This design comes from an exercise in tuning for small area, a short achievable clock period and few clock cycles on the open sky130 flow, not from production work. RTL that was checked went through simulation tests only; none was proved equivalent to the original. No functional check of the RTL was part of runs 1, 4 and 5.

`run.sh`:
```
#!/bin/bash
# synth_recipe.tcl (not shown) runs the flow's synth.tcl, then flattens the netlist and writes it again
# the make line also repeats each setting of config.mk as NAME=value (left out here)
make -C /OpenROAD-flow-scripts/flow DESIGN_CONFIG=/design/flow/config.mk WORK_HOME=/design/flow/orfs CLKGATE_MAP_FILE= SYNTH_SCRIPT=/design/flow/synth_recipe.tcl finish
```
`constraint.sdc`:
```
create_clock -name core_clock -period 10.0 [get_ports {clk}]
set_input_delay 2.0000 -clock core_clock [delete_from_list [all_inputs] [get_ports {clk}]]
set_output_delay 2.0000 -clock core_clock [all_outputs]
set_load 0.01 [all_outputs]
```
`design.v`:
```
module resolve_core (
    input  wire        clk,
    input  wire        rst,             
    input  wire        start,
    input  wire [9:0]  cand_lag,
    input  wire [9:0]  lag_min,
    input  wire [9:0]  max_dist,
    input  wire [7:0]  subthr_pct,
    output reg         busy,
    output reg  [9:0]  dt_addr,
    input  wire [9:0]  dt_data,
    output reg         done,
    output reg         err,
    output reg  [9:0]  corr_lag,
    output reg  [9:0]  divisor
);
    localparam PH_IDLE = 2'd0;
    localparam PH_DIVD = 2'd1;
    localparam PH_DIVT = 2'd2;
    localparam PH_RUN  = 2'd3;
    localparam T_NONE = 2'd0;
    localparam T_K1   = 2'd1;       
    localparam T_KW   = 2'd2;       
    reg [1:0]  ph;
    reg        kmode;               
    reg [9:0]  c_r;
    reg [11:0] th_t;
    reg [6:0]  th_r;
    reg [2:0]  mcnt;
    reg [9:0]  wdm1;
    reg [9:0]  wim1;
    reg [11:0] wr;
    reg [11:0] wb;                  
    reg [2:0]  ul;                  
    reg [12:0] ds;                  
    reg        ucont;               
    reg [2:0]  lp;                  
    reg [1:0]  ta_kind, tb_kind;
    reg        ta_last, tb_last;
    reg [9:0]  tb_dm1, tb_im1;
    reg [10:0] tb_r;
    reg [9:0]  kn;                  
    function ge_c10;                
        input [9:0] x;
        input [9:0] k;
        integer j;
        reg r;
        begin
            r = 1'b1;
            for (j = 0; j < 10; j = j + 1)
                r = k[j] ? (x[j] & r) : (x[j] | r);
            ge_c10 = r;
        end
    endfunction
    function [12:0] den_sh;
        input [9:0] dm1;
        input [2:0] l;
        reg [18:0] v;
        begin
            case (l)
                3'd0:    v = {8'd0, dm1, 1'b0};
                3'd1:    v = {6'd0, dm1, 3'd0};
                3'd2:    v = {4'd0, dm1, 5'd0};
                3'd3:    v = {2'd0, dm1, 7'd0};
                default: v = {dm1, 9'd0};
            endcase
            den_sh = {|v[18:12], v[11:0]};
        end
    endfunction
    wire        big = ds[12];
    wire [14:0] d1  = {3'd0, ds[11:0]};
    wire [14:0] d2  = {2'd0, ds[11:0], 1'b0};
    wire [14:0] d4  = {1'd0, ds[11:0], 2'b0};
    wire [14:0] xa  = {3'd0, wr};
    wire [14:0] xb  = {3'd0, wb};
    wire [14:0] s0 = xa + xb;
    wire [14:0] s1 = xa + xb - d1;
    wire [14:0] s2 = xa + xb - d2;
    wire [14:0] s3 = xa + xb - d2 - d1;
    wire [14:0] s4 = xa + xb - d4;
    function sgn3;                  
        input [15:0] a, b, c;
        input cin;
        reg [15:0] s, cy;
        reg [14:0] g, p, g2, p2;
        integer i, k;
        begin
            s  = a ^ b ^ c;
            cy = {((a[14:0] & b[14:0]) | (a[14:0] & c[14:0]) | (b[14:0] & c[14:0])), 1'b0};
            g  = s[14:0] & cy[14:0];
            p  = s[14:0] | cy[14:0];
            g[0] = g[0] | (p[0] & cin);
            for (k = 1; k < 15; k = k * 2) begin
                g2 = g; p2 = p;
                for (i = k; i < 15; i = i + 1) begin
                    g2[i] = g[i] | (p[i] & g[i-k]);
                    p2[i] = p[i] & p[i-k];
                end
                g = g2; p = p2;
            end
            sgn3 = s[15] ^ cy[15] ^ g[14];
        end
    endfunction
    function sgn4;                  
        input [15:0] a, b, c, d;
        reg [15:0] s1, c1;
        begin
            s1 = a ^ b ^ c;
            c1 = {((a[14:0] & b[14:0]) | (a[14:0] & c[14:0]) | (b[14:0] & c[14:0])), 1'b1};
            sgn4 = sgn3(s1, c1, d, 1'b1);
        end
    endfunction
    wire [15:0] fa_ = {4'd0, wr};
    wire [15:0] fb_ = {4'd0, wb};
    wire [15:0] n1  = ~{4'd0, ds[11:0]};
    wire [15:0] n2  = ~{3'd0, ds[11:0], 1'b0};
    wire [15:0] n4  = ~{2'd0, ds[11:0], 2'b0};
    wire g1  = !big && !sgn3(fa_, fb_, n1, 1'b1);
    wire g2  = !big && !sgn3(fa_, fb_, n2, 1'b1);
    wire g3  = !big && !sgn4(fa_, fb_, n1, n2);
    wire ovf = !big && !sgn3(fa_, fb_, n4, 1'b1);
    wire [1:0]  dig  = {g2, (g1 && !g2) || g3};
    wire [11:0] urem = ({12{g3}}        & s3[11:0])
                     | ({12{g2 && !g3}} & s2[11:0])
                     | ({12{g1 && !g2}} & s1[11:0])
                     | ({12{!g1}}       & s0[11:0]);
    wire [7:0]  kq     = ucont ? kn[7:0] : 8'd0;
    wire [9:0]  u_q    = {kq, dig};
    wire [9:0]  addb    = kmode ? tb_im1 : {kq, 2'b00};
    wire [9:0]  bm0     = wim1 + addb;
    wire [7:0]  bh1     = bm0[9:2] + 8'd1;
    reg  [2:0]  lo_a, lo_b;         
    always @* begin
        case ({bm0[1:0], dig})
            4'b0000: begin lo_a = 3'd0; lo_b = 3'd1; end
            4'b0001: begin lo_a = 3'd1; lo_b = 3'd2; end
            4'b0010: begin lo_a = 3'd2; lo_b = 3'd3; end
            4'b0011: begin lo_a = 3'd3; lo_b = 3'd4; end
            4'b0100: begin lo_a = 3'd1; lo_b = 3'd2; end
            4'b0101: begin lo_a = 3'd2; lo_b = 3'd3; end
            4'b0110: begin lo_a = 3'd3; lo_b = 3'd4; end
            4'b0111: begin lo_a = 3'd4; lo_b = 3'd5; end
            4'b1000: begin lo_a = 3'd2; lo_b = 3'd3; end
            4'b1001: begin lo_a = 3'd3; lo_b = 3'd4; end
            4'b1010: begin lo_a = 3'd4; lo_b = 3'd5; end
            4'b1011: begin lo_a = 3'd5; lo_b = 3'd6; end
            4'b1100: begin lo_a = 3'd3; lo_b = 3'd4; end
            4'b1101: begin lo_a = 3'd4; lo_b = 3'd5; end
            4'b1110: begin lo_a = 3'd5; lo_b = 3'd6; end
            default: begin lo_a = 3'd6; lo_b = 3'd7; end
        endcase
    end
    wire [9:0]  im1_nx  = {lo_a[2] ? bh1 : bm0[9:2], lo_a[1:0]};
    wire [9:0]  i_nx    = {lo_b[2] ? bh1 : bm0[9:2], lo_b[1:0]};
    wire [2:0]  lq = (|u_q[9:8]) ? 3'd4 : (|u_q[7:6]) ? 3'd3 : (|u_q[5:4]) ? 3'd2 :
                     (|u_q[3:2]) ? 3'd1 : 3'd0;
    wire [9:0] md   = tb_r[9:0];
    wire [10:1] mg;
    genvar gi;
    generate
        for (gi = 1; gi <= 10; gi = gi + 1) begin : g_md
            assign mg[gi] = ge_c10(md, gi * 100);
        end
    endgenerate
    wire [3:0] md_a = mg[10] ? 4'd10 : mg[9] ? 4'd9 : mg[8] ? 4'd8 : mg[7] ? 4'd7 :
                      mg[6] ? 4'd6 : mg[5] ? 4'd5 : mg[4] ? 4'd4 : mg[3] ? 4'd3 :
                      mg[2] ? 4'd2 : mg[1] ? 4'd1 : 4'd0;
    reg  [9:0] md_h;
    always @* begin
        case (md_a)
            4'd0: md_h = 10'd0;    4'd1: md_h = 10'd100;  4'd2: md_h = 10'd200;
            4'd3: md_h = 10'd300;  4'd4: md_h = 10'd400;  4'd5: md_h = 10'd500;
            4'd6: md_h = 10'd600;  4'd7: md_h = 10'd700;  4'd8: md_h = 10'd800;
            4'd9: md_h = 10'd900;  default: md_h = 10'd1000;
        endcase
    end
    wire [9:0] md_b = md - md_h;
    wire [1:0] tg   = tb_im1[7:6];
    wire [6:0] t_b  = tb_r[6:0];
    wire [3:0] t_a  = tb_r[10:7];
    wire [9:0] tp   = {1'b0, th_r, 2'b00} + (tg[1] ? {2'b0, t_b, 1'b0} : 10'd0)
                                         + (tg[0] ? {3'b0, t_b} : 10'd0);
    wire [6:1] tgk;
    generate
        for (gi = 1; gi <= 6; gi = gi + 1) begin : g_tk
            assign tgk[gi] = ge_c10(tp, gi * 100);
        end
    endgenerate
    wire [2:0] tk   = {tgk[4], (tgk[2] && !tgk[4]) || tgk[6],
                       (tgk[1] && !tgk[2]) || (tgk[3] && !tgk[4]) || (tgk[5] && !tgk[6])};
    reg  [9:0] tk_h;
    always @* begin
        case (tk)
            3'd0: tk_h = 10'd0;    3'd1: tk_h = 10'd100;  3'd2: tk_h = 10'd200;
            3'd3: tk_h = 10'd300;  3'd4: tk_h = 10'd400;  3'd5: tk_h = 10'd500;
            default: tk_h = 10'd600;
        endcase
    end
    wire [9:0]  tr_n = tp - tk_h;
    wire [11:0] tt_n = {th_t[9:0], 2'b00} + (tg[1] ? {7'd0, t_a, 1'b0} : 12'd0)
                                        + (tg[0] ? {8'd0, t_a} : 12'd0) + {9'd0, tk};
    wire is_weak = (th_t[11:10] == 2'b00) && (dt_data > th_t[9:0]);
    wire b_k1     = (tb_kind == T_K1);
    wire b_kw     = (tb_kind == T_KW);
    wire b_d2     = (tb_dm1 == 10'd1);
    wire in_run   = (ph == PH_RUN);
    wire flush_k1 = in_run && b_k1 && !is_weak && !b_d2;
    wire fail_kw  = in_run && b_kw && is_weak;
    wire end_k1   = b_k1 && b_d2;
    wire end_kw   = b_kw && !is_weak && tb_last;
    wire end_run  = in_run && (end_k1 || end_kw);
    wire w_ge3    = |wdm1[9:1];
    wire flow_go  = in_run && !kmode && w_ge3 && !flush_k1 && !end_run;
    wire issue_kw = in_run && kmode && !fail_kw && !end_kw && (kn != 10'd0);
    wire tb_upd   = in_run && !kmode && !flush_k1;
    wire thr_ok   = (mcnt >= 3'd3);
    wire        step_done = !ovf && (ul == 3'd0);
    wire [9:0]  sh_dm1 = fail_kw ? tb_dm1 : (step_done ? wdm1 - 10'd1 : wdm1);
    wire [2:0]  sh_l   = fail_kw ? lp : (ovf ? ul + 3'd1 : ((ul != 3'd0) ? ul - 3'd1 : lq));
    wire [12:0] ds_var = den_sh(sh_dm1, sh_l);
    always @(posedge clk) begin
        if (rst) begin
            ph <= PH_IDLE; kmode <= 1'b0;
            busy <= 1'b0; done <= 1'b0; err <= 1'b0;
            corr_lag <= 10'd0; divisor <= 10'd0; dt_addr <= 10'd0;
            c_r <= 10'd0; th_t <= 12'd0; th_r <= 7'd0; mcnt <= 3'd7;
            wdm1 <= 10'd0; wim1 <= 10'd0; wr <= 12'd0; wb <= 12'd0;
            ul <= 3'd0; ucont <= 1'b0; lp <= 3'd0; ds <= 13'd0;
            ta_kind <= T_NONE; tb_kind <= T_NONE; ta_last <= 1'b0; tb_last <= 1'b0;
            tb_dm1 <= 10'd0; tb_im1 <= 10'd0; tb_r <= 11'd0;
            kn <= 10'd0;
        end else begin
            done <= 1'b0;
            if (mcnt == 3'd0) begin
                tb_r <= {md_a, md_b[6:0]};
                mcnt <= 3'd1;
            end else if (mcnt <= 3'd4) begin
                th_t   <= tt_n;
                th_r   <= tr_n[6:0];
                tb_im1 <= {tb_im1[7:0], 2'b00};
                mcnt   <= mcnt + 3'd1;
            end
            tb_kind <= (flush_k1 || fail_kw || end_run) ? T_NONE : ta_kind;
            tb_last <= ta_last;
            if (tb_upd) begin
                tb_dm1 <= wdm1;
                tb_im1 <= wim1;
                tb_r   <= wr[10:0];
            end
            ta_kind <= T_NONE;
            ta_last <= 1'b0;
            case (ph)
                PH_IDLE: begin
                    if (start) begin
                        if (lag_min == 10'd0) begin
                            done <= 1'b1;
                            err  <= 1'b1;
                        end else begin
                            busy   <= 1'b1;
                            err    <= 1'b0;
                            c_r    <= cand_lag;
                            tb_im1 <= {2'b0, subthr_pct};
                            tb_r   <= {1'b0, max_dist};
                            th_t   <= 12'd0;
                            th_r   <= 7'd0;
                            mcnt   <= 3'd0;
                            wdm1   <= lag_min;
                            wim1   <= lag_min - 10'd1;
                            wr     <= {1'b0, cand_lag, 1'b0};
                            wb     <= 12'd0;
                            ul     <= 3'd2;
                            ds     <= den_sh(lag_min, 3'd2);
                            kn     <= 10'd0;
                            ucont  <= 1'b1;
                            kmode  <= 1'b0;
                            lp     <= 3'd0;
                            ph     <= PH_DIVD;
                        end
                    end
                end
                PH_DIVD: begin
                    if (ovf) begin
                        ul <= ul + 3'd1;
                        ds <= ds_var;
                    end else if (ul != 3'd0) begin
                        wr <= urem;
                        kn <= {kq, dig};
                        ul <= ul - 3'd1;
                        ds <= ds_var;
                    end else if (!(|u_q[9:1])) begin
                        divisor  <= 10'd1;
                        corr_lag <= c_r;
                        busy     <= 1'b0;
                        done     <= 1'b1;
                        ucont    <= 1'b0;
                        ph       <= PH_IDLE;
                    end else begin
                        wdm1  <= u_q;
                        ds    <= {2'b0, u_q, 1'b0};
                        wr    <= urem;
                        wb    <= {2'b0, u_q};
                        ucont <= 1'b0;
                        ph    <= PH_DIVT;
                    end
                end
                PH_DIVT, PH_RUN: begin
                    if (end_run) begin
                        if (end_k1) begin
                            divisor  <= is_weak ? 10'd1 : 10'd2;
                            corr_lag <= is_weak ? c_r : tb_im1 + 10'd1;
                        end else begin
                            divisor  <= tb_dm1 + 10'd1;
                            corr_lag <= tb_im1 + 10'd1;
                        end
                        busy  <= 1'b0;
                        done  <= 1'b1;
                        kmode <= 1'b0;
                        ucont <= 1'b0;
                        ph    <= PH_IDLE;
                    end else if (flush_k1) begin
                        wdm1  <= tb_dm1 + 10'd1;
                        ds    <= {2'b0, tb_dm1 + 10'd1, 1'b0};
                        wim1  <= tb_im1;
                        wr    <= {1'b0, tb_r};
                        wb    <= {1'b0, tb_r} + {2'b0, tb_dm1} + 12'd1;
                        kn    <= tb_dm1 - 10'd1;
                        kmode <= 1'b1;
                        ucont <= 1'b0;
                        ul    <= 3'd0;
                    end else if (fail_kw) begin
                        wdm1  <= tb_dm1;
                        wim1  <= tb_im1;
                        wr    <= {1'b0, tb_r};
                        wb    <= {1'b0, tb_im1, 1'b1};
                        kmode <= 1'b0;
                        ucont <= 1'b0;
                        ul    <= lp;
                        ds    <= ds_var;
                    end else if (issue_kw) begin
                        wr      <= urem;
                        wim1    <= im1_nx;
                        dt_addr <= i_nx;
                        kn      <= kn - 10'd1;
                        ta_kind <= T_KW;
                        ta_last <= (kn == 10'd1);
                    end else if (flow_go || ph == PH_DIVT) begin
                        if (ovf) begin
                            if (!ucont) begin
                                wr <= s0[11:0];
                                wb <= 12'd0;
                                kn <= 10'd0;
                            end
                            ul    <= ul + 3'd1;
                            ds    <= ds_var;
                            ucont <= 1'b1;
                        end else if (ul != 3'd0) begin
                            wr    <= urem;
                            wb    <= 12'd0;
                            kn    <= {kq, dig};
                            ul    <= ul - 3'd1;
                            ds    <= ds_var;
                            ucont <= 1'b1;
                        end else if (ph == PH_RUN || thr_ok) begin
                            wdm1    <= wdm1 - 10'd1;
                            wim1    <= im1_nx;
                            wr      <= urem;
                            wb      <= {1'b0, im1_nx, 1'b1};
                            dt_addr <= i_nx;
                            ta_kind <= T_K1;
                            ucont   <= 1'b0;
                            lp      <= lq;
                            ul      <= lq;
                            ds      <= ds_var;
                            ph      <= PH_RUN;
                        end
                    end
                end
                default: ;
            endcase
        end
    end
endmodule
```
`config.mk`:
```
export PLATFORM = sky130hd
export DESIGN_NAME = resolve_core
export DESIGN_NICKNAME = resolve_core
export VERILOG_FILES = /design/flow/design.v
export SDC_FILE = /design/flow/constraint.sdc
export NUM_CORES = 4
export LEC_CHECK = 0
export ABC_CLOCK_PERIOD_IN_PS = 4000
export CAP_MARGIN = 20
export CORE_MARGIN = 2
export CORE_UTILIZATION = 50
export SETUP_SLACK_MARGIN = 5
export SLEW_MARGIN = 20
export TNS_END_PERCENT = 100
```
==> results of run 1 <==
-- layout make-up --
| cell class | count | area (um^2) |
|---|---|---|
| clock buffer | 19 | 433 |
| inverter | 176 | 669 |
| tap | 455 | 569 |
| multi-input combinational | 1886 | 13800 |
| antenna | 1 | 2.50 |
| sequential | 178 | 3600 |
| timing repair buffer | 226 | 2140 |
| clock inverter | 13 | 173 |
| fill | 3150 | 13100 |
-- path summary, 6_finish.rpt --
path                   start         end  slack [ns]
setup / recovery   tb_im1[7]     th_t[8]        4.64
hold / removal    ta_kind[0]  tb_kind[0]        0.43
setup reg to reg   tb_im1[7]     th_t[8]        4.64
hold reg to reg   ta_kind[0]  tb_kind[0]        0.43
-- critical path: stages, from the launching register on --
cell and delay, ns:
dfxtp_2 0.33, buf_12 0.13, and2_4 0.15, fa_1 0.45, ha_2 0.21, fa_2 0.34, a21o_1 0.18, a21oi_2 0.19
o21bai_1 0.11, a21oi_2 0.17, xor2_2 0.19, buf_6 0.15, nor3b_4 0.05, o21ba_4 0.21, nor2_4 0.11, fa_2 0.23
inv_2 0.04, fa_1 0.48, inv_1 0.05, ha_2 0.19, fa_2 0.34, a21o_1 0.19, a21oi_2 0.16, nand2b_4 0.15
a21oi_4 0.07, xnor2_2 0.12, nor2_1 0.06, a211oi_1 0.19
-- sequential cells by signal, summed over array words and instances, names as in the netlist, 11 cells and up --
name and cells:
th_t 12, tb_r 11, wr 12, ds 12, wb 12
-- metal layers --
| layer | wire [um] | share of wire, % | vias to the layer above |
|---|---|---|---|
| met4 | 4210 | 5.9 | 0 |
| met5 | 0 | 0 | - |
| met3 | 7010 | 9.8 | 235 |
| met1 | 29400 | 41 | 8936 |
| met2 | 31100 | 43 | 1001 |
| li1 | - | - | 8648 |
-- Yosys cell counts, types with 5 or more instances --
| master | n |
|---|---|
| a311oi_1 | 18 |
| clkbuf_1 | 117 |
| xor2_1 | 53 |
| mux2i_1 | 43 |
| nand4_1 | 7 |
| a211o_1 | 10 |
| nand3b_1 | 5 |
| a22oi_1 | 9 |
| or3_1 | 18 |
| or4_1 | 9 |
| o22ai_1 | 33 |
| o31ai_1 | 17 |
| a222oi_1 | 6 |
| ha_1 | 141 |
| nor3_1 | 55 |
| inv_1 | 173 |
| fa_1 | 59 |
| a21o_1 | 27 |
| dfxtp_1 | 178 |
| o31a_1 | 5 |
| buf_2 | 18 |
| a221oi_1 | 24 |
| a2111oi_0 | 9 |
| nand2b_1 | 28 |
| xnor2_1 | 74 |
| nor2b_1 | 27 |
| nand3_1 | 47 |
| o21a_1 | 13 |
| o211ai_1 | 31 |
| a211oi_1 | 73 |
| a21oi_1 | 216 |
| a31o_2 | 5 |
| buf_1 | 7 |
| o21ai_0 | 116 |
| o221a_2 | 5 |
| nor4_1 | 13 |
| nand2_1 | 239 |
| and3_1 | 14 |
| a21boi_0 | 5 |
| and2_1 | 22 |
| nor2_1 | 301 |
| a31oi_1 | 27 |
-- cells by family (layout without fill, tap and decap cells) --
| group | count (synthesis) | count (layout) | share of synthesized area (%) |
|---|---|---|---|
| buffers and inverters | 320 | 434 | 7.04 |
| multiplexers | 44 | 44 | 2.52 |
| AO/OA/AOI/OAI | 704 | 706 | 26.3 |
| flip-flops | 178 | 178 | 20.3 |
| adder cells (fa/ha/maj) | 204 | 204 | 17.0 |
| other | 0 | 1 | 0 |
| XOR/XNOR | 127 | 127 | 6.34 |
| AND/OR/NAND/NOR | 803 | 805 | 20.5 |
-- timing repair --
action | in CTS | in global routing
resized for setup | 136 | 132
setup buffers | 46 | 57
pin swaps | 37 | 38
cloned | 4 | 5
endpoints found under the setup margin | 146 | 119
==> results.sh, run 1 <==
export IMPL_status="timing/DRC/antenna clean"
export IMPL_syn_area_um2=17500
export IMPL_core_area_um2=34500
export IMPL_vias=18820
export IMPL_cp_arrival_ns=5.71
export IMPL_vias_per_cell=6.37
export IMPL_fin_nets=2736
export IMPL_cap_violations=0
export IMPL_hp_class="reg2reg"
export IMPL_initial_core_util_pct=50.8
export IMPL_fin_crit_ns=5.36
export IMPL_wl_um=71700
export IMPL_dp_final_hpwl_um=50700
export IMPL_synth_edf_count=0
export IMPL_final_antenna_net_count=0
export IMPL_clock_path_buffers=2
export IMPL_rsz0062_at_grt="true"
export IMPL_final_cell_count_no_fill=2954
export IMPL_design_die_area_um2=36600
export IMPL_synth_top_area_share_pct=20.3
export IMPL_top_usage_layer="met2"
export IMPL_hold_buffers=0
export IMPL_most_common_layout_cells="nor2_1 (289), nand2_1 (231), a21oi_1 (200), inv_1 (165), dfxtp_1 (157)"
export IMPL_hold_depth=1
export IMPL_yosysSeqAreaShare_pct=20.3
export IMPL_setup_violations=0
export IMPL_yosysUniqueCellTypes=83
export IMPL_synth_flop_cell="dfxtp_1"
export IMPL_synth_avg_cell_area_um2=7.37
export IMPL_worst_clock_skew_ns=0.0127
export IMPL_drtIter0Drc=2214
export IMPL_synthesis_nets=2631
export IMPL_drc=0
export IMPL_maxSlewHeadroom_pct=17.7
export IMPL_clkLatencyLatePin_ns=0.46
export IMPL_layout_cells_most_common="nor2_1"
export IMPL_place_ws_ns=3.38
export IMPL_htree_levels=4
export IMPL_die_y_um=191
export IMPL_place_congestion=1.01
export IMPL_wl_per_cell_um=24.3
export IMPL_antenna_found_initial=0
export IMPL_finalHoldViolations=0
export IMPL_drtPass1Iterations=8
export IMPL_cts_root_buffer="clkbuf_16"
export IMPL_pin_count=84
export IMPL_use_met2_pct=57.7
export IMPL_max_freq_ghz=0.187
export IMPL_startpoint_type="flop"
export IMPL_synthArstFlopShare_pct=0
export IMPL_dp_cells=2809
export IMPL_grt_pass1_vias=17473
export IMPL_placed_area_um2=18700
export IMPL_setup_ws_ns=4.64
export IMPL_syn_inst=2380
export IMPL_drive_above_1_share_pct=15.3
export IMPL_rr_worst_depth=27
export IMPL_grt_use_met3_pct=6.83
export IMPL_grt_max_degree=69
export IMPL_grt_overflow_total=0
export IMPL_end_kind="flop"
export IMPL_synth_area_top_cells="dfxtp_1 (20%), ha_1 (10%), fa_1 (6.7%), nor2_1 (6.4%), a21oi_1 (6.2%)"
export IMPL_grt_first_pass_wirelength_um=105000
export IMPL_io_buffers=83
export IMPL_critPathRequiredTime_ns=10.36
export IMPL_yosys_register_bits=178
export IMPL_stdcell_area_um2=21400
export IMPL_met1_usage_pct=50.5
export IMPL_setup_tns_ns=0
export IMPL_cts_made_buffers=17
export IMPL_cts_tree="built"
export IMPL_yosys_area_top_type="dfxtp_1"
export IMPL_fp_row_count=68
export IMPL_fin_crit_sh_pct=53.6
export IMPL_finalCoreUtilization_pct=62.0
export IMPL_worstPathMaxFanout=5
export IMPL_cts_sinks=178
export IMPL_gr_usage_all_layers_pct=37.5
export IMPL_fp_dieW_um=191
export IMPL_drv_slew=0
export IMPL_clkTransAtPathRegs_ns=0.08
export IMPL_yosysWarnings=1
export IMPL_synthToLayoutAreaGrowth_pct=22.0
export IMPL_path_class="reg2reg"
export IMPL_whs_ns=0.433
export IMPL_worstMarginPinSlew_ns=1.22
==> inputs of run 2 (changes only) <==
--- a/design.v
+++ b/design.v
@@ -154,7 +154,7 @@
     wire [9:0]  i_nx    = {lo_b[2] ? bh1 : bm0[9:2], lo_b[1:0]};
     wire [2:0]  lq = (|u_q[9:8]) ? 3'd4 : (|u_q[7:6]) ? 3'd3 : (|u_q[5:4]) ? 3'd2 :
                      (|u_q[3:2]) ? 3'd1 : 3'd0;
-    wire [9:0] md   = tb_r[9:0];
+    wire [9:0] md   = max_dist;            
     wire [10:1] mg;
     genvar gi;
     generate
@@ -214,6 +214,8 @@
     wire issue_kw = in_run && kmode && !fail_kw && !end_kw && (kn != 10'd0);
     wire tb_upd   = in_run && !kmode && !flush_k1;
     wire thr_ok   = (mcnt >= 3'd3);
+    wire d64 = (lag_min[9:4] == 6'd0) && (cand_lag >= {lag_min[3:0], 6'd0});
+    wire d16 = (lag_min[9:6] == 4'd0) && (cand_lag >= {lag_min[5:0], 4'd0});
     wire        step_done = !ovf && (ul == 3'd0);
     wire [9:0]  sh_dm1 = fail_kw ? tb_dm1 : (step_done ? wdm1 - 10'd1 : wdm1);
     wire [2:0]  sh_l   = fail_kw ? lp : (ovf ? ul + 3'd1 : ((ul != 3'd0) ? ul - 3'd1 : lq));
@@ -231,10 +233,7 @@
             kn <= 10'd0;
         end else begin
             done <= 1'b0;
-            if (mcnt == 3'd0) begin
-                tb_r <= {md_a, md_b[6:0]};
-                mcnt <= 3'd1;
-            end else if (mcnt <= 3'd4) begin
+            if (mcnt != 3'd0 && mcnt <= 3'd4) begin
                 th_t   <= tt_n;
                 th_r   <= tr_n[6:0];
                 tb_im1 <= {tb_im1[7:0], 2'b00};
@@ -260,16 +259,16 @@
                             err    <= 1'b0;
                             c_r    <= cand_lag;
                             tb_im1 <= {2'b0, subthr_pct};
-                            tb_r   <= {1'b0, max_dist};
+                            tb_r   <= {md_a, md_b[6:0]};
                             th_t   <= 12'd0;
                             th_r   <= 7'd0;
-                            mcnt   <= 3'd0;
+                            mcnt   <= 3'd1;
                             wdm1   <= lag_min;
                             wim1   <= lag_min - 10'd1;
                             wr     <= {1'b0, cand_lag, 1'b0};
                             wb     <= 12'd0;
-                            ul     <= 3'd2;
-                            ds     <= den_sh(lag_min, 3'd2);
+                            ul     <= d64 ? 3'd3 : (d16 ? 3'd2 : 3'd1);
+                            ds     <= d64 ? den_sh(lag_min, 3'd3) : (d16 ? den_sh(lag_min, 3'd2) : den_sh(lag_min, 3'd1));
                             kn     <= 10'd0;
                             ucont  <= 1'b1;
                             kmode  <= 1'b0;
==> results.sh, run 2 <==
export IMPL_status="timing/DRC/antenna clean"
export IMPL_initial_core_util_pct=50.4
export IMPL_vias=19034
export IMPL_synthArstFlopShare_pct=0
export IMPL_synthesis_nets=2678
export IMPL_drtIter0Drc=2283
export IMPL_grt_overflow_total=0
export IMPL_layout_cells_most_common="nand2_1"
export IMPL_clkTransAtPathRegs_ns=0.07
export IMPL_drive_above_1_share_pct=14.1
export IMPL_cp_top_family="adder cells"
export IMPL_dp_final_hpwl_um=50700
export IMPL_final_cell_count_no_fill=2959
export IMPL_core_area_um2=35400
export IMPL_syn_inst=2417
export IMPL_gr_usage_all_layers_pct=37.3
export IMPL_path_cells="and2_4, fa_1, ha_2, fa_2, a21o_1, a21oi_2, o21bai_1, a21oi_2, xor2_2, nor3_2, a21oi_4, a2bb2oi_4, fa_2, inv_2, fa_1, inv_2, ha_4, fa_2, a21o_1, a21oi_2, nand2b_4, a21oi_4, xnor2_1, a211oi_1"
export IMPL_final_antenna_net_count=0
export IMPL_synth_most_common_cell="nand2_1"
export IMPL_max_freq_ghz=0.193
export IMPL_drtPass1Iterations=6
export IMPL_die_y_um=193
export IMPL_clkLatencyLatePin_ns=0.45
export IMPL_yosysSeqAreaShare_pct=20.0
export IMPL_yosys_register_bits=178
export IMPL_io_buffers=83
export IMPL_synth_edf_count=0
export IMPL_nFillCells=3308
export IMPL_multi_input_area_um2=14000
export IMPL_clock_path_buffers=2
export IMPL_design_die_area_um2=37200
export IMPL_critPathRequiredTime_ns=10.35
export IMPL_syn_area_um2=17900
export IMPL_dp_cells=2851
export IMPL_finalHoldViolations=0
export IMPL_hold_buffers=0
export IMPL_cp_num_buf_inv=2
export IMPL_fp_row_count=69
export IMPL_place_congestion=1.00
export IMPL_cap_violations=0
export IMPL_synth_avg_cell_area_um2=7.39
export IMPL_grt_max_degree=93
export IMPL_maxSlewHeadroom_pct=26.6
export IMPL_synthTopCellsByCount="nand2_1 (290), nor2_1 (245), a21oi_1 (205)"
export IMPL_wl_per_cell_um=23.7
export IMPL_drc=0
export IMPL_cts_made_buffers=17
export IMPL_cp_slowest_cell="fa_1"
export IMPL_wl_um=70000
export IMPL_worst_clock_skew_ns=0.00956
export IMPL_cts_sinks=178
export IMPL_cts_tree="built"
export IMPL_pin_count=84
export IMPL_end_kind="flop"
export IMPL_htree_levels=4
export IMPL_fin_crit_ns=5.17
export IMPL_synth_area_top_cells="dfxtp_1 (20%), ha_1 (11%), fa_1 (6.6%), nand2_1 (6.1%), a21oi_1 (5.7%)"
export IMPL_synth_flop_cell="dfxtp_1"
export IMPL_setup_tns_ns=0
export IMPL_synth_top_area_share_pct=20.0
export IMPL_antenna_found_initial=1
export IMPL_startpoint_type="flop"
export IMPL_worstMarginPinSlew_ns=1.10
export IMPL_fin_crit_sh_pct=51.7
export IMPL_yosysUniqueCellTypes=82
export IMPL_hp_class="reg2reg"
export IMPL_fin_nets=2745
export IMPL_grt_first_pass_wirelength_um=106000
export IMPL_cp_arrival_ns=5.52
export IMPL_synthToLayoutAreaGrowth_pct=18.6
export IMPL_rsz0062_at_grt="true"
export IMPL_most_common_layout_cells="nand2_1 (283), nor2_1 (236), a21oi_1 (181), inv_1 (154), dfxtp_1 (149)"
export IMPL_setup_violations=0
export IMPL_path_class="reg2reg"
export IMPL_seqCellArea_um2=3620
export IMPL_vias_per_cell=6.43
export IMPL_drv_slew=0
export IMPL_cts_root_buffer="clkbuf_16"
export IMPL_finalCoreUtilization_pct=59.8
export IMPL_grt_pass1_vias=17979
export IMPL_worstPathMaxFanout=3
export IMPL_regToRegSetupSlack_ns=4.83
export IMPL_yosys_area_top_type="dfxtp_1"
export IMPL_slowest_delay_ns=0.48
export IMPL_fp_dieW_um=193
export IMPL_yosysWarnings=1
[run 2: cell count changes in the layout (fill, tap and decap cells not counted), sizes merged, moves of 11 or more]
cell           delta
a21oi            -14
nand3            +14
a311oi           +11
o21ai            +11
nor2             -56
mux2i            -20
nand4            +11
buf              -35
clkdlybuf4s50    -12
nand2            +51
xnor2            +14
[run 2: final timing paths]
kind | start | end | cells past startpoint
setup / recovery | tb_im1[7] | th_t[8] | 24
setup reg to reg | tb_im1[7] | th_t[8] | 24
hold / removal | ta_kind[1] | tb_kind[1] | 1
hold reg to reg | ta_kind[1] | tb_kind[1] | 1
[run 2: area by class of cell]
cell class,instances,share of cell area [%]
Clock buffer,20,2.11
Clock inverter,12,0.703
Inverter,166,2.99
Timing Repair Buffer,186,7.96
Sequential cell,178,17.1
Tap cell,461,2.73
Multi-Input combinational cell,1935,66.4
Antenna cell,1,0.0118
[run 2: what timing repair did]
| action | CTS | global route |
|---|---|---|
| setup endpoints to repair | 143 | 117 |
| setup buffers | 44 | 27 |
| pin swaps | 48 | 56 |
| resized for setup | 131 | 143 |
| cloned | 3 | 1 |
[run 2: cells by family after synthesis]
family	count (synthesis)	share of synthesized area [%]
flops	178	20.0
compound gates	699	25.8
buf+inv	307	6.57
fa+ha+maj	213	17.4
xor+xnor	137	6.72
mux	27	1.54
simple gates	856	22.0
[run 2: stage by stage]
| step | hold WS [ns] | cell area [um^2] | worst slack [ns] |
|---|---|---|---|
| after floorplan | 0.406 | 17900 | 4.76 |
| after global placement | 0.410 | 19000 | 3.12 |
| after detailed placement | 0.416 | 19000 | 3.02 |
| after CTS | 0.434 | 20500 | 4.79 |
| after global routing | 0.451 | 21200 | 4.60 |
| final | 0.431 | 21200 | 4.83 |
[run 2: routing by layer]
layer / vias up / GRT usage, % / part of all wire [%]
li1: 8722 / - / -
met1: 8993 / 51.5 / 43
met2: 1066 / 57.3 / 43
met3: 251 / 6.19 / 9.2
met4: 2 / 16.5 / 5.1
met5: - / 0 / 0.019
Testbench counts of run 2, summed over its fixed seeds: cycles 9,323.
==> inputs of run 3 (changes only) <==
--- a/design.v
+++ b/design.v
@@ -27,6 +27,8 @@
     reg [11:0] th_t;
     reg [6:0]  th_r;
     reg [2:0]  mcnt;
+    reg [1:0]  tgp;                 
+    reg [2:0]  tkp;                 
     reg [9:0]  wdm1;
     reg [9:0]  wim1;
     reg [11:0] wr;
@@ -197,8 +199,8 @@
         endcase
     end
     wire [9:0]  tr_n = tp - tk_h;
-    wire [11:0] tt_n = {th_t[9:0], 2'b00} + (tg[1] ? {7'd0, t_a, 1'b0} : 12'd0)
-                                        + (tg[0] ? {8'd0, t_a} : 12'd0) + {9'd0, tk};
+    wire [11:0] tt_n = {th_t[9:0], 2'b00} + (tgp[1] ? {7'd0, t_a, 1'b0} : 12'd0)
+                                        + (tgp[0] ? {8'd0, t_a} : 12'd0) + {9'd0, tkp};
     wire is_weak = (th_t[11:10] == 2'b00) && (dt_data > th_t[9:0]);
     wire b_k1     = (tb_kind == T_K1);
     wire b_kw     = (tb_kind == T_KW);
@@ -213,7 +215,7 @@
     wire flow_go  = in_run && !kmode && w_ge3 && !flush_k1 && !end_run;
     wire issue_kw = in_run && kmode && !fail_kw && !end_kw && (kn != 10'd0);
     wire tb_upd   = in_run && !kmode && !flush_k1;
-    wire thr_ok   = (mcnt >= 3'd3);
+    wire thr_ok   = (mcnt >= 3'd4);
     wire d64 = (lag_min[9:4] == 6'd0) && (cand_lag >= {lag_min[3:0], 6'd0});
     wire d16 = (lag_min[9:6] == 4'd0) && (cand_lag >= {lag_min[5:0], 4'd0});
     wire        step_done = !ovf && (ul == 3'd0);
@@ -225,7 +227,7 @@
             ph <= PH_IDLE; kmode <= 1'b0;
             busy <= 1'b0; done <= 1'b0; err <= 1'b0;
             corr_lag <= 10'd0; divisor <= 10'd0; dt_addr <= 10'd0;
-            c_r <= 10'd0; th_t <= 12'd0; th_r <= 7'd0; mcnt <= 3'd7;
+            c_r <= 10'd0; tgp <= 2'd0; tkp <= 3'd0; th_t <= 12'd0; th_r <= 7'd0; mcnt <= 3'd7;
             wdm1 <= 10'd0; wim1 <= 10'd0; wr <= 12'd0; wb <= 12'd0;
             ul <= 3'd0; ucont <= 1'b0; lp <= 3'd0; ds <= 13'd0;
             ta_kind <= T_NONE; tb_kind <= T_NONE; ta_last <= 1'b0; tb_last <= 1'b0;
@@ -233,9 +235,11 @@
             kn <= 10'd0;
         end else begin
             done <= 1'b0;
-            if (mcnt != 3'd0 && mcnt <= 3'd4) begin
+            if (mcnt != 3'd0 && mcnt <= 3'd5) begin
                 th_t   <= tt_n;
                 th_r   <= tr_n[6:0];
+                tgp    <= tg;
+                tkp    <= tk;
                 tb_im1 <= {tb_im1[7:0], 2'b00};
                 mcnt   <= mcnt + 3'd1;
             end
@@ -261,6 +265,8 @@
                             tb_im1 <= {2'b0, subthr_pct};
                             tb_r   <= {md_a, md_b[6:0]};
                             th_t   <= 12'd0;
+                            tgp    <= 2'd0;
+                            tkp    <= 3'd0;
                             th_r   <= 7'd0;
                             mcnt   <= 3'd1;
                             wdm1   <= lag_min;
==> results.sh, run 3 <==
export IMPL_status="timing/DRC/antenna clean"
export IMPL_fin_crit_ns=4.93
export IMPL_fin_nets=2744
export IMPL_cap_violations=0
export IMPL_gr_usage_all_layers_pct=36.2
export IMPL_vias=18931
export IMPL_yosys_area_top_type="dfxtp_1"
export IMPL_cts_sinks=183
export IMPL_final_antenna_net_count=0
export IMPL_fp_row_count=69
export IMPL_grt_pass1_vias=17872
export IMPL_finalHoldViolations=0
export IMPL_layout_cells_most_common="nand2_1"
export IMPL_yosysWarnings=1
export IMPL_place_congestion=0.995
export IMPL_cts_tree="built"
export IMPL_antenna_found_initial=1
export IMPL_met1_usage_pct=46.5
export IMPL_synth_area_top_cells="dfxtp_1 (20%), ha_1 (10%), fa_1 (6.5%), nand2_1 (6.4%), a21oi_1 (5.3%)"
export IMPL_yosysUniqueCellTypes=88
export IMPL_synth_avg_cell_area_um2=7.45
export IMPL_startpoint_type="primary input"
export IMPL_placed_area_um2=19200
export IMPL_htree_levels=4
export IMPL_worstMarginPinSlew_ns=1.41
export IMPL_setup_violations=0
export IMPL_wl_per_cell_um=24.0
export IMPL_fp_dieW_um=195
export IMPL_die_y_um=195
export IMPL_clkTransAtPathRegs_ns=0.08
export IMPL_synth_edf_count=0
export IMPL_grt_max_degree=101
export IMPL_synth_flop_cell="dfxtp_1"
export IMPL_most_common_layout_cells="nand2_1 (303), nor2_1 (239), a21oi_1 (176), inv_1 (168), dfxtp_1 (161)"
export IMPL_syn_area_um2=18200
export IMPL_hp_class="reg2reg"
export IMPL_path_cells="clkdlybuf4s50_1, ha_2, a21o_1, a21oi_4, a2111oi_4, buf_4, a21boi_4, buf_12, nor2_4, a21o_1, a21oi_2, nor4b_4, buf_6, nand2b_4, or3_1, a21oi_1"
export IMPL_io_buffers=83
export IMPL_synth_most_common_cell="nand2_1"
export IMPL_path_class="in2reg"
export IMPL_dp_final_hpwl_um=51100
export IMPL_setup_tns_ns=0
export IMPL_yosysSeqAreaShare_pct=20.2
export IMPL_end_kind="flop"
export IMPL_drc=0
export IMPL_grt_use_met3_pct=6.13
export IMPL_maxSlewHeadroom_pct=5.14
export IMPL_design_die_area_um2=37900
export IMPL_drive_above_1_share_pct=12.2
export IMPL_initial_core_util_pct=51.0
export IMPL_slowest_delay_ns=0.47
export IMPL_worst_clock_skew_ns=0.0121
export IMPL_timing_critical_path_mode_cell="a21o_1"
export IMPL_vias_per_cell=6.40
export IMPL_grt_first_pass_wirelength_um=106000
export IMPL_cts_made_buffers=17
export IMPL_cp_slowest_cell="clkdlybuf4s50_1"
export IMPL_critPathRequiredTime_ns=10.38
export IMPL_cts_root_buffer="clkbuf_16"
export IMPL_drv_slew=0
export IMPL_cp_arrival_ns=5.31
export IMPL_drtPass1Iterations=10
export IMPL_wl_um=70900
export IMPL_final_cell_count_no_fill=2957
export IMPL_synthTopCellsByCount="nand2_1 (310), nor2_1 (247), a21oi_1 (193)"
export IMPL_synthArstFlopShare_pct=0
export IMPL_rsz0062_at_grt="true"
export IMPL_synthesis_nets=2701
export IMPL_max_freq_ghz=0.203
export IMPL_worstPathMaxFanout=7
export IMPL_grt_overflow_total=0
export IMPL_clock_path_buffers=2
export IMPL_syn_inst=2439
export IMPL_clkLatencyLatePin_ns=0.45
export IMPL_synth_top_area_share_pct=20.2
export IMPL_fin_crit_sh_pct=49.3
export IMPL_top_usage_layer="met2"
export IMPL_core_area_um2=35700
export IMPL_dp_cells=2860
export IMPL_yosys_register_bits=183
export IMPL_pin_count=84
export IMPL_use_met2_pct=58.1
export IMPL_drtIter0Drc=1939
export IMPL_synthToLayoutAreaGrowth_pct=17.2
export IMPL_stdcell_area_um2=21300
-- run 3: changes by cell type after synthesis, sizes merged, moves of 10 or more --
cell    delta
buf       +24
o22ai     -10
nand2     +20
a22oi     +15
a21oi     -11
xnor2     -15
clkbuf    -10
o21ai     -30
nand3     +12
-- run 3: metrics by stage --
step	util, %	hold slack, ns	setup slack, ns
2_1_floorplan	-	0.406	5.04
3_3_place_gp	53.9	0.423	3.25
3_5_place_dp	53.9	0.413	2.99
4_1_cts	57.3	0.439	4.87
5_1_grt	59.7	0.463	4.96
6_report	59.7	0.438	5.07
-- run 3: layout make-up --
| class | count | area [um^2] |
|---|---|---|
| tap | 461 | 577 |
| antenna | 1 | 2.50 |
| clock buffer | 17 | 425 |
| clock inverter | 15 | 183 |
| timing repair buffer | 172 | 1650 |
| inverter | 172 | 651 |
| sequential | 183 | 3700 |
| fill | 3342 | 14400 |
| multi-input combinational | 1936 | 14100 |
-- run 3: metal layers --
layer / wire length [um] / vias up / part of all wire (%)
met3: 5820 / 291 / 8.2
met5: 0 / - / 0
met1: 28800 / 8975 / 41
met4: 4680 / 0 / 6.6
li1: - / 8749 / -
met2: 31600 / 916 / 45
-- run 3: worst max-delay path: cells and delay by family --
kind	cells	cell delay [ns]
AO/OA/AOI/OAI	7	1.16
buffers and inverters	4	0.98
AND/OR/NAND/NOR	4	0.98
adder cells (fa/ha/maj)	1	0.17
-- run 3: cell families (layout without fill, tap and decap cells) --
family / count (synthesis) / in the layout / share of synthesized area, %
fa+ha+maj: 212 / 212 / 17.0
simple gates: 863 / 869 / 21.5
mux: 38 / 38 / 2.17
xor+xnor: 132 / 132 / 6.44
other cells: 0 / 1 / 0
compound gates: 684 / 685 / 25.6
buf+inv: 327 / 376 / 7.08
flops: 183 / 183 / 20.2
-- run 3: path summary, 6_finish.rpt --
| check | endpoint | slack, ns | startpoint | cells past startpoint |
|---|---|---|---|---|
| worst min register to register | tb_kind[1] | 0.44 | ta_kind[1] | 1 |
| worst max register to register | wim1[9] | 5.16 | wr[6] | 21 |
| worst max-delay path | divisor[2] | 5.07 | dt_data[7] | 16 |
| worst min-delay path | tb_kind[1] | 0.44 | ta_kind[1] | 1 |
-- run 3: what timing repair did --
action	in CTS	in global routing
resized for setup	110	125
hold buffers	0	0
endpoints found under the setup margin	130	116
gates cloned	5	6
buffers inserted	19	34
pin swaps	12	43
Testbench counts of run 3, summed over its fixed seeds: cycles 9,435.
==> inputs of run 4 (changes only) <==
--- a/design.v
+++ b/design.v
@@ -80,47 +80,10 @@
     wire [14:0] s2 = xa + xb - d2;
     wire [14:0] s3 = xa + xb - d2 - d1;
     wire [14:0] s4 = xa + xb - d4;
-    function sgn3;                  
-        input [15:0] a, b, c;
-        input cin;
-        reg [15:0] s, cy;
-        reg [14:0] g, p, g2, p2;
-        integer i, k;
-        begin
-            s  = a ^ b ^ c;
-            cy = {((a[14:0] & b[14:0]) | (a[14:0] & c[14:0]) | (b[14:0] & c[14:0])), 1'b0};
-            g  = s[14:0] & cy[14:0];
-            p  = s[14:0] | cy[14:0];
-            g[0] = g[0] | (p[0] & cin);
-            for (k = 1; k < 15; k = k * 2) begin
-                g2 = g; p2 = p;
-                for (i = k; i < 15; i = i + 1) begin
-                    g2[i] = g[i] | (p[i] & g[i-k]);
-                    p2[i] = p[i] & p[i-k];
-                end
-                g = g2; p = p2;
-            end
-            sgn3 = s[15] ^ cy[15] ^ g[14];
-        end
-    endfunction
-    function sgn4;                  
-        input [15:0] a, b, c, d;
-        reg [15:0] s1, c1;
-        begin
-            s1 = a ^ b ^ c;
-            c1 = {((a[14:0] & b[14:0]) | (a[14:0] & c[14:0]) | (b[14:0] & c[14:0])), 1'b1};
-            sgn4 = sgn3(s1, c1, d, 1'b1);
-        end
-    endfunction
-    wire [15:0] fa_ = {4'd0, wr};
-    wire [15:0] fb_ = {4'd0, wb};
-    wire [15:0] n1  = ~{4'd0, ds[11:0]};
-    wire [15:0] n2  = ~{3'd0, ds[11:0], 1'b0};
-    wire [15:0] n4  = ~{2'd0, ds[11:0], 2'b0};
-    wire g1  = !big && !sgn3(fa_, fb_, n1, 1'b1);
-    wire g2  = !big && !sgn3(fa_, fb_, n2, 1'b1);
-    wire g3  = !big && !sgn4(fa_, fb_, n1, n2);
-    wire ovf = !big && !sgn3(fa_, fb_, n4, 1'b1);
+    wire g1  = !big && !s1[14];
+    wire g2  = !big && !s2[14];
+    wire g3  = !big && !s3[14];
+    wire ovf = !big && !s4[14];
     wire [1:0]  dig  = {g2, (g1 && !g2) || g3};
     wire [11:0] urem = ({12{g3}}        & s3[11:0])
                      | ({12{g2 && !g3}} & s2[11:0])
==> results.sh, run 4 <==
export IMPL_placed_area_um2=18000
export IMPL_drtPass1Iterations=7
export IMPL_most_common_layout_cells="nand2_1 (296), nor2_1 (226), a21oi_1 (195), dfxtp_1 (174), ha_1 (126)"
export IMPL_hold_buffers=0
export IMPL_cp_slowest_cell="fa_2"
export IMPL_nFillCells=3067
export IMPL_stdcell_area_um2=21000
export IMPL_finalHoldViolations=0
export IMPL_die_y_um=187
export IMPL_synth_top_area_share_pct=21.8
export IMPL_cap_violations=0
export IMPL_synth_flop_cell="dfxtp_1"
export IMPL_fin_crit_sh_pct=60.0
export IMPL_synth_avg_cell_area_um2=7.25
export IMPL_wl_per_cell_um=24.2
export IMPL_setup_ws_ns=4.00
export IMPL_hp_class="reg2reg"
export IMPL_place_ws_ns=3.51
export IMPL_initial_core_util_pct=50.4
export IMPL_worstPathMaxFanout=5
export IMPL_synthArstFlopShare_pct=0
export IMPL_cp_arrival_ns=6.36
export IMPL_setup_violations=0
export IMPL_dp_final_hpwl_um=49400
export IMPL_wl_um=70000
export IMPL_yosys_register_bits=183
export IMPL_cts_tree="built"
export IMPL_end_kind="flop"
export IMPL_startpoint_type="flop"
export IMPL_antenna_found_initial=1
export IMPL_drtIter0Drc=2389
export IMPL_vias=18937
export IMPL_yosysWarnings=1
export IMPL_final_antenna_net_count=0
export IMPL_htree_levels=4
export IMPL_vias_per_cell=6.55
export IMPL_fin_crit_ns=6.00
export IMPL_setup_tns_ns=0
export IMPL_io_buffers=83
export IMPL_cts_sinks=183
export IMPL_pin_count=84
export IMPL_whs_ns=0.436
export IMPL_synth_area_top_cells="dfxtp_1 (22%), ha_1 (10%), nand2_1 (7.0%), a21oi_1 (6.7%), nor2_1 (5.5%)"
export IMPL_place_congestion=1.01
export IMPL_fp_dieW_um=187
export IMPL_yosysUniqueCellTypes=98
export IMPL_slowest_delay_ns=0.38
export IMPL_yosys_area_top_type="dfxtp_1"
export IMPL_path_class="reg2reg"
export IMPL_design_die_area_um2=35000
export IMPL_grt_max_degree=64
export IMPL_maxSlewHeadroom_pct=24.3
export IMPL_yosysSeqAreaShare_pct=21.8
export IMPL_dp_cells=2744
export IMPL_syn_inst=2314
export IMPL_max_freq_ghz=0.167
export IMPL_layout_cells_most_common="nand2_1"
export IMPL_drc=0
export IMPL_fp_row_count=67
export IMPL_synth_edf_count=0
export IMPL_diodes=0
export IMPL_fin_nets=2637
export IMPL_synth_most_common_cell="nand2_1"
export IMPL_worstMarginPinSlew_ns=1.13
export IMPL_critPathRequiredTime_ns=10.36
export IMPL_finalCoreUtilization_pct=63.1
export IMPL_clock_path_buffers=2
export IMPL_status="timing/DRC/antenna clean"
export IMPL_worst_clock_skew_ns=0.0157
export IMPL_final_cell_count_no_fill=2890
export IMPL_grt_pass1_vias=17263
export IMPL_cts_made_buffers=17
export IMPL_drv_slew=0
export IMPL_drive_above_1_share_pct=18.3
export IMPL_grt_first_pass_wirelength_um=102000
export IMPL_synthTopCellsByCount="nand2_1 (313), nor2_1 (244), a21oi_1 (224)"
export IMPL_syn_area_um2=16800
export IMPL_cts_root_buffer="clkbuf_16"
export IMPL_clkTransAtPathRegs_ns=0.08
export IMPL_core_area_um2=33300
export IMPL_grt_overflow_total=0
export IMPL_rsz0062_at_grt="true"
export IMPL_clkLatencyLatePin_ns=0.47
export IMPL_gr_usage_all_layers_pct=37.6
export IMPL_synthToLayoutAreaGrowth_pct=25.2
export IMPL_synthesis_nets=2522
## run 4: kinds of logic after synthesis
family	share of synthesized area, %
AND/OR/NAND/NOR	23.3
adder cells (fa/ha/maj)	12.6
XOR/XNOR	6.27
flip-flops	21.8
buffers and inverters	5.85
multiplexers	2.72
AO/OA/AOI/OAI	27.5
## run 4: final timing paths
| check | start | to | slack [ns] | cells after the start |
|---|---|---|---|---|
| worst min-delay path | ta_kind[0] | tb_kind[0] | 0.44 | 1 |
| worst max register to register | wb[0] | wb[9] | 4.00 | 37 |
| worst min register to register | ta_kind[0] | tb_kind[0] | 0.44 | 1 |
| worst max-delay path | wb[0] | wb[9] | 4.00 | 37 |
## run 4: worst max-delay path: cells and delay by family (launching register included)
family | cells | cell delay [ns]
AND/OR/NAND/NOR | 10 | 1.34
multiplexers | 1 | 0.18
buffers and inverters | 8 | 0.98
flip-flops | 1 | 0.36
adder cells (fa/ha/maj) | 5 | 1.25
XOR/XNOR | 3 | 0.45
AO/OA/AOI/OAI | 10 | 1.29
## run 4: layout make-up
cell class	count	area (um^2)	share of cell area, %
Clock buffer	19	453	2.16
Clock inverter	13	180	0.858
Inverter	114	428	2.04
Multi-Input combinational cell	1885	13600	64.6
Sequential cell	183	3680	17.5
Tap cell	448	561	2.67
Timing Repair Buffer	228	2140	10.2
## run 4: routing by layer
metal  global-route usage (%)  up-vias  part of all wire [%]
met2                     59.1     1195                    44
met5                        0        -                     0
li1                         -     8561                     -
met4                     19.6        0                   5.8
met3                     6.47      301                    10
met1                     49.6     8880                    40
## run 4: timing repair
action / CTS / global route
pin swaps: 41 / 94
setup buffers: 33 / 73
endpoints found under the setup margin: 152 / 152
gates cloned: 0 / 8
gates resized for setup: 84 / 231
==> inputs of run 5 (changes only) <==
--- a/design.v
+++ b/design.v
@@ -27,8 +27,6 @@
     reg [11:0] th_t;
     reg [6:0]  th_r;
     reg [2:0]  mcnt;
-    reg [1:0]  tgp;                 
-    reg [2:0]  tkp;                 
     reg [9:0]  wdm1;
     reg [9:0]  wim1;
     reg [11:0] wr;
@@ -80,10 +78,47 @@
     wire [14:0] s2 = xa + xb - d2;
     wire [14:0] s3 = xa + xb - d2 - d1;
     wire [14:0] s4 = xa + xb - d4;
-    wire g1  = !big && !s1[14];
-    wire g2  = !big && !s2[14];
-    wire g3  = !big && !s3[14];
-    wire ovf = !big && !s4[14];
+    function sgn3;                  
+        input [15:0] a, b, c;
+        input cin;
+        reg [15:0] s, cy;
+        reg [14:0] g, p, g2, p2;
+        integer i, k;
+        begin
+            s  = a ^ b ^ c;
+            cy = {((a[14:0] & b[14:0]) | (a[14:0] & c[14:0]) | (b[14:0] & c[14:0])), 1'b0};
+            g  = s[14:0] & cy[14:0];
+            p  = s[14:0] | cy[14:0];
+            g[0] = g[0] | (p[0] & cin);
+            for (k = 1; k < 15; k = k * 2) begin
+                g2 = g; p2 = p;
+                for (i = k; i < 15; i = i + 1) begin
+                    g2[i] = g[i] | (p[i] & g[i-k]);
+                    p2[i] = p[i] & p[i-k];
+                end
+                g = g2; p = p2;
+            end
+            sgn3 = s[15] ^ cy[15] ^ g[14];
+        end
+    endfunction
+    function sgn4;                  
+        input [15:0] a, b, c, d;
+        reg [15:0] s1, c1;
+        begin
+            s1 = a ^ b ^ c;
+            c1 = {((a[14:0] & b[14:0]) | (a[14:0] & c[14:0]) | (b[14:0] & c[14:0])), 1'b1};
+            sgn4 = sgn3(s1, c1, d, 1'b1);
+        end
+    endfunction
+    wire [15:0] fa_ = {4'd0, wr};
+    wire [15:0] fb_ = {4'd0, wb};
+    wire [15:0] n1  = ~{4'd0, ds[11:0]};
+    wire [15:0] n2  = ~{3'd0, ds[11:0], 1'b0};
+    wire [15:0] n4  = ~{2'd0, ds[11:0], 2'b0};
+    wire g1  = !big && !sgn3(fa_, fb_, n1, 1'b1);
+    wire g2  = !big && !sgn3(fa_, fb_, n2, 1'b1);
+    wire g3  = !big && !sgn4(fa_, fb_, n1, n2);
+    wire ovf = !big && !sgn3(fa_, fb_, n4, 1'b1);
     wire [1:0]  dig  = {g2, (g1 && !g2) || g3};
     wire [11:0] urem = ({12{g3}}        & s3[11:0])
                      | ({12{g2 && !g3}} & s2[11:0])
@@ -162,8 +197,30 @@
         endcase
     end
     wire [9:0]  tr_n = tp - tk_h;
-    wire [11:0] tt_n = {th_t[9:0], 2'b00} + (tgp[1] ? {7'd0, t_a, 1'b0} : 12'd0)
-                                        + (tgp[0] ? {8'd0, t_a} : 12'd0) + {9'd0, tkp};
+    wire [11:0] tbase  = {th_t[9:0], 2'b00} + ((tg[1] ? {7'd0, t_a, 1'b0} : 12'd0) + (tg[0] ? {8'd0, t_a} : 12'd0));
+    wire [8:0]  tbase1 = tbase[11:3] + 9'd1;
+    reg  [3:0]  tlo;
+    always @* begin
+        case ({tbase[2:0], tk})
+            6'd0: tlo = 4'd0; 6'd1: tlo = 4'd1; 6'd2: tlo = 4'd2; 6'd3: tlo = 4'd3;
+            6'd4: tlo = 4'd4; 6'd5: tlo = 4'd5; 6'd6: tlo = 4'd6; 6'd7: tlo = 4'd7;
+            6'd8: tlo = 4'd1; 6'd9: tlo = 4'd2; 6'd10: tlo = 4'd3; 6'd11: tlo = 4'd4;
+            6'd12: tlo = 4'd5; 6'd13: tlo = 4'd6; 6'd14: tlo = 4'd7; 6'd15: tlo = 4'd8;
+            6'd16: tlo = 4'd2; 6'd17: tlo = 4'd3; 6'd18: tlo = 4'd4; 6'd19: tlo = 4'd5;
+            6'd20: tlo = 4'd6; 6'd21: tlo = 4'd7; 6'd22: tlo = 4'd8; 6'd23: tlo = 4'd9;
+            6'd24: tlo = 4'd3; 6'd25: tlo = 4'd4; 6'd26: tlo = 4'd5; 6'd27: tlo = 4'd6;
+            6'd28: tlo = 4'd7; 6'd29: tlo = 4'd8; 6'd30: tlo = 4'd9; 6'd31: tlo = 4'd10;
+            6'd32: tlo = 4'd4; 6'd33: tlo = 4'd5; 6'd34: tlo = 4'd6; 6'd35: tlo = 4'd7;
+            6'd36: tlo = 4'd8; 6'd37: tlo = 4'd9; 6'd38: tlo = 4'd10; 6'd39: tlo = 4'd11;
+            6'd40: tlo = 4'd5; 6'd41: tlo = 4'd6; 6'd42: tlo = 4'd7; 6'd43: tlo = 4'd8;
+            6'd44: tlo = 4'd9; 6'd45: tlo = 4'd10; 6'd46: tlo = 4'd11; 6'd47: tlo = 4'd12;
+            6'd48: tlo = 4'd6; 6'd49: tlo = 4'd7; 6'd50: tlo = 4'd8; 6'd51: tlo = 4'd9;
+            6'd52: tlo = 4'd10; 6'd53: tlo = 4'd11; 6'd54: tlo = 4'd12; 6'd55: tlo = 4'd13;
+            6'd56: tlo = 4'd7; 6'd57: tlo = 4'd8; 6'd58: tlo = 4'd9; 6'd59: tlo = 4'd10;
+            6'd60: tlo = 4'd11; 6'd61: tlo = 4'd12; 6'd62: tlo = 4'd13; default: tlo = 4'd14;
+        endcase
+    end
+    wire [11:0] tt_n = {tlo[3] ? tbase1 : tbase[11:3], tlo[2:0]};
     wire is_weak = (th_t[11:10] == 2'b00) && (dt_data > th_t[9:0]);
     wire b_k1     = (tb_kind == T_K1);
     wire b_kw     = (tb_kind == T_KW);
@@ -178,7 +235,7 @@
     wire flow_go  = in_run && !kmode && w_ge3 && !flush_k1 && !end_run;
     wire issue_kw = in_run && kmode && !fail_kw && !end_kw && (kn != 10'd0);
     wire tb_upd   = in_run && !kmode && !flush_k1;
-    wire thr_ok   = (mcnt >= 3'd4);
+    wire thr_ok   = (mcnt >= 3'd3);
     wire d64 = (lag_min[9:4] == 6'd0) && (cand_lag >= {lag_min[3:0], 6'd0});
     wire d16 = (lag_min[9:6] == 4'd0) && (cand_lag >= {lag_min[5:0], 4'd0});
     wire        step_done = !ovf && (ul == 3'd0);
@@ -190,7 +247,7 @@
             ph <= PH_IDLE; kmode <= 1'b0;
             busy <= 1'b0; done <= 1'b0; err <= 1'b0;
             corr_lag <= 10'd0; divisor <= 10'd0; dt_addr <= 10'd0;
-            c_r <= 10'd0; tgp <= 2'd0; tkp <= 3'd0; th_t <= 12'd0; th_r <= 7'd0; mcnt <= 3'd7;
+            c_r <= 10'd0; th_t <= 12'd0; th_r <= 7'd0; mcnt <= 3'd7;
             wdm1 <= 10'd0; wim1 <= 10'd0; wr <= 12'd0; wb <= 12'd0;
             ul <= 3'd0; ucont <= 1'b0; lp <= 3'd0; ds <= 13'd0;
             ta_kind <= T_NONE; tb_kind <= T_NONE; ta_last <= 1'b0; tb_last <= 1'b0;
@@ -198,11 +255,9 @@
             kn <= 10'd0;
         end else begin
             done <= 1'b0;
-            if (mcnt != 3'd0 && mcnt <= 3'd5) begin
+            if (mcnt != 3'd0 && mcnt <= 3'd4) begin
                 th_t   <= tt_n;
                 th_r   <= tr_n[6:0];
-                tgp    <= tg;
-                tkp    <= tk;
                 tb_im1 <= {tb_im1[7:0], 2'b00};
                 mcnt   <= mcnt + 3'd1;
             end
@@ -228,8 +283,6 @@
                             tb_im1 <= {2'b0, subthr_pct};
                             tb_r   <= {md_a, md_b[6:0]};
                             th_t   <= 12'd0;
-                            tgp    <= 2'd0;
-                            tkp    <= 3'd0;
                             th_r   <= 7'd0;
                             mcnt   <= 3'd1;
                             wdm1   <= lag_min;
==> results.sh, run 5 <==
export IMPL_status="timing/DRC/antenna clean"
export IMPL_fin_crit_sh_pct=50.9
export IMPL_worstPathMaxFanout=8
export IMPL_drc=0
export IMPL_clock_path_buffers=2
export IMPL_nFillCells=3319
export IMPL_max_freq_ghz=0.197
export IMPL_diodes=0
export IMPL_fp_row_count=70
export IMPL_antenna_found_initial=0
export IMPL_drtPass1Iterations=9
export IMPL_multi_input_area_um2=14900
export IMPL_syn_area_um2=18600
export IMPL_rsz0062_at_grt="true"
export IMPL_cp_arrival_ns=5.46
export IMPL_synth_flop_cell="dfxtp_1"
export IMPL_wl_per_cell_um=25.1
export IMPL_drv_slew=0
export IMPL_yosysUniqueCellTypes=96
export IMPL_dp_final_hpwl_um=56100
export IMPL_yosysWarnings=1
export IMPL_synthArstFlopShare_pct=0
export IMPL_end_kind="flop"
export IMPL_gr_usage_all_layers_pct=38.5
export IMPL_fin_nets=2814
export IMPL_finalCoreUtilization_pct=60.3
export IMPL_hp_class="reg2reg"
export IMPL_htree_levels=4
export IMPL_io_buffers=83
export IMPL_grt_first_pass_wirelength_um=114000
export IMPL_vias_per_cell=6.59
export IMPL_synthesis_nets=2756
export IMPL_setup_tns_ns=0
export IMPL_yosysSeqAreaShare_pct=19.2
export IMPL_layout_cells_most_common="nand2_1"
export IMPL_synthToLayoutAreaGrowth_pct=19.0
export IMPL_synth_area_top_cells="dfxtp_1 (19%), ha_1 (10%), fa_1 (6.1%), nand2_1 (5.9%), nor2_1 (4.8%)"
export IMPL_drtIter0Drc=2299
export IMPL_maxSlewHeadroom_pct=32.0
export IMPL_startpoint_type="flop"
export IMPL_clkTransAtPathRegs_ns=0.09
export IMPL_die_y_um=197
export IMPL_drive_above_1_share_pct=13.8
export IMPL_finalHoldViolations=0
export IMPL_pin_count=84
export IMPL_clkLatencyLatePin_ns=0.47
export IMPL_cts_sinks=178
export IMPL_fp_dieW_um=197
export IMPL_yosys_area_top_type="dfxtp_1"
export IMPL_synth_most_common_cell="nand2_1"
export IMPL_rr_worst_depth=24
export IMPL_critPathRequiredTime_ns=10.37
export IMPL_most_common_layout_cells="nand2_1 (289), nor2_1 (227), inv_1 (175), dfxtp_1 (164), a21oi_1 (161)"
export IMPL_setup_violations=0
export IMPL_cap_violations=0
export IMPL_yosys_register_bits=178
export IMPL_fin_crit_ns=5.09
export IMPL_synthTopCellsByCount="nand2_1 (293), nor2_1 (238), inv_1 (184)"
export IMPL_vias=19967
export IMPL_worst_clock_skew_ns=0.0178
export IMPL_syn_inst=2493
export IMPL_wl_met2_um=32800
export IMPL_wl_met3_um=7210
export IMPL_seqCellArea_um2=3580
export IMPL_synth_avg_cell_area_um2=7.45
export IMPL_wl_um=76000
export IMPL_cts_made_buffers=17
export IMPL_synth_edf_count=0
export IMPL_routed_top_layer="met4"
export IMPL_drt_met1_wl_um=31300
export IMPL_synth_top_area_share_pct=19.2
export IMPL_grt_overflow_total=0
export IMPL_cts_tree="built"
export IMPL_hold_buffers=0
export IMPL_place_congestion=1.04
export IMPL_hold_depth=1
export IMPL_core_area_um2=36600
export IMPL_path_class="reg2reg"
export IMPL_grt_pass1_vias=18906
export IMPL_initial_core_util_pct=50.7
export IMPL_grt_max_degree=64
export IMPL_final_antenna_net_count=0
export IMPL_cts_root_buffer="clkbuf_16"
export IMPL_worstMarginPinSlew_ns=1.01
export IMPL_design_die_area_um2=38700
run 5: changes by cell type after synthesis, moves of 22 or more:
cell     before  now
a21oi_1     224  178
nor3_1       43   69
inv_1       113  184
o21ai_0     133  111
fa_1         19   57
run 5: kinds of logic after synthesis:
| logic type | count (synthesis) | share of synthesized area, % |
|---|---|---|
| simple gates | 865 | 21.5 |
| compound gates | 739 | 27.6 |
| buf+inv | 331 | 6.90 |
| fa+ha+maj | 216 | 16.8 |
| flops | 178 | 19.2 |
| xor+xnor | 128 | 6.04 |
| mux | 36 | 1.99 |
run 5: stage by stage:
step | cell area (um^2) | hold WS (ns) | std cells | setup slack (ns)
floorplan | 18600 | 0.414 | 2493 | 5.01
global placement | 19700 | 0.419 | 2931 | 3.81
detailed placement | 19700 | 0.430 | 2931 | 3.73
CTS | 21300 | 0.448 | 3004 | 4.96
global route | 22100 | 0.473 | 3032 | 4.73
finish | 22100 | 0.450 | 3032 | 4.91
run 5: critical path: stages, from the launching register on:
cell and delay (ns):
dfxtp_2 0.34, buf_12 0.13, and2_4 0.13, fa_1 0.50
ha_4 0.20, fa_2 0.40, a21o_1 0.22, a21oi_4 0.23
xnor2_4 0.10, or3_1 0.35, a32o_2 0.32, buf_6 0.13
o22ai_4 0.17, buf_6 0.15, ha_4 0.17, a21oi_4 0.07
inv_2 0.07, ha_4 0.13, inv_2 0.04, fa_2 0.36
a21o_1 0.20, a21oi_2 0.16, xnor2_2 0.13, xnor2_1 0.09
a211oi_1 0.19
run 5: cell type report:
class | instances | area share, %
multi-input cells | 1985 | 67.3
flip-flops and latches | 178 | 16.2
repair buffers | 182 | 7.96
inverters | 187 | 3.21
well taps | 468 | 2.65
clock buffers | 17 | 1.93
clock inverters | 15 | 0.787
run 5: final timing paths:
check,from,slack (ns),end
max,tb_im1[6],4.91,th_r[6]
min,ta_last,0.45,tb_last
max reg2reg,tb_im1[6],4.91,th_r[6]
min reg2reg,ta_last,0.45,tb_last
run 5: layer usage:
layer	vias to the layer above	global-route usage, %
li1	9116	-
met1	9472	50.9
met2	1114	59.4
met3	265	7.34
met4	0	20.9
met5	-	0
run 5: what timing repair did:
action                                  4_1_cts  5_1_grt
pin swaps                                    23       70
setup buffers                                37       27
resized for setup                           138      130
cloned                                        4        1
endpoints found under the setup margin      134      117

==> re-timing with driven ports <==
The results above use ideal ports. As a check the final layouts listed here were re-extracted and re-timed, cells and wires unchanged.
Step 1 assumes that a clkbuf_16 drives the clock port and a buf_2 every other input.
Step 2, shift: input delay + t, output delay - t, t = (earliest + latest rising clock arrival at the registers) / 2. This alone moves slack from input paths to output paths.
a / b / c = no drivers / after step 1 / after step 2; a / b = the first two.
run	shift t [ns]	setup WS [ns]	hold WS [ns]	worst data-port slew with drivers (ns)
run 1	0.510	4.644 / 4.644 / 4.575	0.433 / 0.433 / 0.433	0.05
run 2	0.500	4.829 / 4.829 / 4.615	0.431 / 0.431 / 0.431	0.05
run 3	0.503	5.075 / 5.106 / 4.603	0.438 / 0.438 / 0.438	0.05
run 4	0.520	4.004 / 4.004 / 4.004	0.436 / 0.436 / 0.436	0.04
run 5	0.521	4.912 / 4.912 / 4.504	0.450 / 0.450 / 0.450	0.05
After both steps setup and hold are still met in every run listed. The setup slack of run 3, which loses most, moves by +0.031 ns with the drivers and by -0.472 ns with both steps.
